Source: an optimization exercise on an open RTL-to-GDS flow (aim: a short achievable clock period and few clock cycles). Production flows keep margins and buffers that such runs may drop.
Where RTL was checked, it was by simulation tests only, not by an equivalence proof against the original.
Power and IR drop assume default switching activity.

==> flow/design.v (excerpt) <==
module mips_core (
    input  wire        clk,
    input  wire        rst,            
    input  wire [31:0] text_base,      
    output wire [31:0] imem_addr,
    input  wire [31:0] imem_rdata,
    output wire [31:0] dmem_addr,
    output wire        dmem_re,
    output wire        dmem_we,
    output wire [3:0]  dmem_wstrb,
    output wire [31:0] dmem_wdata,
    input  wire [31:0] dmem_rdata,
    output wire        retire_valid,
    output wire [31:0] retire_pc,
    output wire        retire_we,      
    output wire [4:0]  retire_rd,
    output wire [31:0] retire_wdata,
    output reg         halted,
    output reg  [3:0]  halt_cause,
    output reg  [31:0] halt_pc
);
Size in the first run: roughly 310 I/O pins, about 150000 um2 of cells after synthesis.
Settings: LEC_CHECK=0, CAP_MARGIN=20, CELL_PAD_IN_SITES_DETAIL_PLACEMENT=1, CELL_PAD_IN_SITES_GLOBAL_PLACEMENT=2, CORE_MARGIN=2, CORE_UTILIZATION=40, PLACE_DENSITY=0.6, SLEW_MARGIN=20; clock period 12.5 ns.
standard.sh (not shown) runs the stock make flow with config.mk's settings and CLKGATE_MAP_FILE= SYNTH_SCRIPT=/design/flow/synth_recipe.tcl, a recipe that flattens the netlist after the stock synthesis.
==> flow/flow/run.sh <==
#!/bin/bash
# The standard layout (the standard.sh, unchanged synthesis), with the
# timing repair steps asked to leave SETUP_MARGIN ns of setup slack so that
# they also work on paths far shorter than the clock period.
set -euo pipefail
cd "$(dirname "$0")/.."
SETUP_MARGIN=$(cat flow/setup_margin)
bash standard.sh SETUP_SLACK_MARGIN="$SETUP_MARGIN" finish > make_finish.log 2>&1
==> flow/flow/setup_margin <==
8.5
Testbench counts at the start, summed over its fixed seeds: cycles 32,389.
Rerun with:
--- a/flow/design.v
+++ b/flow/design.v
@@ -507,20 +507,24 @@
       else if (m2_mul)
         lo <= m2_prod[31:0];
       else if (div_done)
         lo <= div_q;
     end
   end
   always @(posedge clk) begin
-    m1_a    <= {de_mds & ea[31], ea};
-    m1_sng  <= e_sng;
-    m1_dbl  <= e_dbl;
-    m1_neg  <= e_neg;
-    m1_val  <= ea;
-    m2_rows <= m1_rows;
+    if (de_mul) begin
+      m1_a    <= {de_mds & ea[31], ea};
+      m1_sng  <= e_sng;
+      m1_dbl  <= e_dbl;
+      m1_neg  <= e_neg;
+    end
+    if (de_mthi || de_mtlo)
+      m1_val  <= ea;
+    if (m1_mul)
+      m2_rows <= m1_rows;
   end
   assign dmem_addr  = em_addr;
   assign dmem_re    = em_re;
   assign dmem_we    = em_we;
   assign dmem_wstrb = em_wstrb;
   assign dmem_wdata = em_wdata;
   wire [7:0]  m_byte = em_addr[1] ? (em_addr[0] ? dmem_rdata[31:24] : dmem_rdata[23:16])
=>
- die area is higher by about 3%
- worst hold slack improves by 4.5 ps
- core utilization hardly moves
- sequential power is lower by about 2.8%
- power is lower by about 36%
- clock-buffer cell count is higher by 13
- flip-flop and latch count is higher by 37
- design area is higher by about 3%
- cell count is higher by 1.7%
- combinational power is lower by 70%
- area after synthesis is higher by about 3%
- setup slack degrades by 190 ps
- fmax is lower by 4.2%
- via count is higher by about 1.7%
Testbench counts after the change, summed over its fixed seeds: cycles 32,389.

========
Setup of P:
mips_core, a different RTL version from the one above (not shown whole).
Size in the first run: ~13000 cells after synthesis, roughly 2300 flip-flops, ~310 I/O pins, roughly 0.15 mm^2 of cells after synthesis.
Settings: LEC_CHECK=0, CAP_MARGIN=20, CELL_PAD_IN_SITES_DETAIL_PLACEMENT=1, CELL_PAD_IN_SITES_GLOBAL_PLACEMENT=2, CORE_MARGIN=2, CORE_UTILIZATION=40, PLACE_DENSITY=0.6, SLEW_MARGIN=20; clock period 12.5 ns.
Scripts as last shown in full above: flow/flow/run.sh, flow/flow/setup_margin
For Q, these inputs were changed with respect to P:
--- a/flow/design.v
+++ b/flow/design.v
@@ -537,27 +537,22 @@
   end
   assign imem_addr = pc_f;
   wire [31:0] f_ir   = imem_rdata;
   wire [31:0] f_pc4  = pc_f + 32'd4;
   wire        f_j    = (f_ir[31:27] == 5'b00001);                   
   wire        f_jal  = (f_ir[31:26] == 6'h03) ||
                        ((f_ir[31:26] == 6'h00) && (f_ir[5:0] == 6'h09));
   wire        f_jr31 = (f_ir[31:26] == 6'h00) && (f_ir[5:0] == 6'h08) && (f_ir[25:21] == 5'd31);
   wire        f_br   = (f_ir[31:28] == 4'b0001);
   wire        f_brt  = f_br && ((f_ir[27:26] == 2'b01) || f_ir[15]);    
-  wire [16:0] f_tlo   = {1'b0, f_pc4[17:2]} + {1'b0, f_ir[15:0]};
-  wire [13:0] f_thi0  = f_pc4[31:18];
-  wire [13:0] f_thip  = f_pc4[31:18] + 14'd1;
-  wire [13:0] f_thim  = f_pc4[31:18] - 14'd1;
-  wire [13:0] f_thi   = f_ir[15] ? (f_tlo[16] ? f_thi0 : f_thim)
-                                 : (f_tlo[16] ? f_thip : f_thi0);
-  wire [31:0] f_btgt  = {f_thi, f_tlo[15:0], 2'b00};
+  wire [30:0] f_bsum  = {pc_f[31:2], 1'b1} + {{14{f_ir[15]}}, f_ir[15:0], 1'b1};
+  wire [31:0] f_btgt  = {f_bsum[30:1], 2'b00};
   wire [31:0] f_jtgt  = {f_pc4[31:28], f_ir[25:0], 2'b00};
   wire        f_pt    = f_j || f_jr31 || f_brt;
   wire [31:0] f_next  = f_j ? f_jtgt : f_jr31 ? ras : f_brt ? f_btgt : f_pc4;
   wire        f_acc   = !d_stall;      
   always @(posedge clk) begin
     if (rst) begin
       pc_f     <= text_base;
       ras      <= 32'd0;
       stop     <= 1'b0;
       fd_valid <= 1'b0;
Notes after the runs:
- Q vs. P: clock tree buffer count of the final layout -4, final area ~0 delta, fraction of area in registers ~0 delta, worst setup slack +320 ps, biggest fanout along the worst timing path -3.
- On worst hold slack, P loses to Q.
- From P to Q the numbers moved as follows: met1 routed wirelength after detailed routing now larger; total power consumption of the routed design picked up an extra about 0.4%.
- Sort Q and P by total half-perimeter wirelength after legalization and detailed placement asc -> top: Q
- Of the two values seen for cell with the largest stage delay on the worst path, fa_2 was produced by P and or3_4 by Q.
- Q vs. P: die extent in x shows no meaningful change; design internal power shows an increase of 0.78%; count of standard-cell rows shows no meaningful change; post-synthesis share of cell area spent on full adders, half adders and majority gates shows no meaningful change.
Testbench counts of Q, summed over its fixed seeds: cycles 32,371.
For P, only the layout was checked, not whether the RTL still works.

[afterwards: timing with drivers on the ports]
The results above use ideal ports. As a check the final layouts listed here were re-extracted and re-timed, cells and wires unchanged.
Step 1, drivers: a clkbuf_16 drives clk and a buf_2 each remaining input, both assumed.
Step 2, shift: input delay + t, output delay - t, t = (earliest + latest rising clock arrival at the registers) / 2. This alone moves slack from input paths to output paths.
a / b / c = ideal ports / drivers / drivers and shift; a / b = the first two.
| run | t (ns) | slack for setup (ns) | worst hold slack (ns) |
|---|---|---|---|
| the first run of note 1 | 1.065 | 8.235 / 8.124 / 7.200 | 0.318 / 0.318 / 0.318 |
| the second run of note 1 | 1.059 | 8.049 / 8.049 / 7.200 | 0.323 / 0.323 / 0.323 |
| P | 1.043 | 7.552 / 7.612 / 6.569 | 0.318 / 0.318 / 0.318 |
| Q | 1.044 | 7.870 / 7.755 / 6.920 | 0.322 / 0.322 / 0.322 |
After both steps every run listed still meets setup and hold. For the first run of note 1, which loses most, drivers alone change the setup slack by -0.111 ns; drivers and shift together by -1.035 ns.
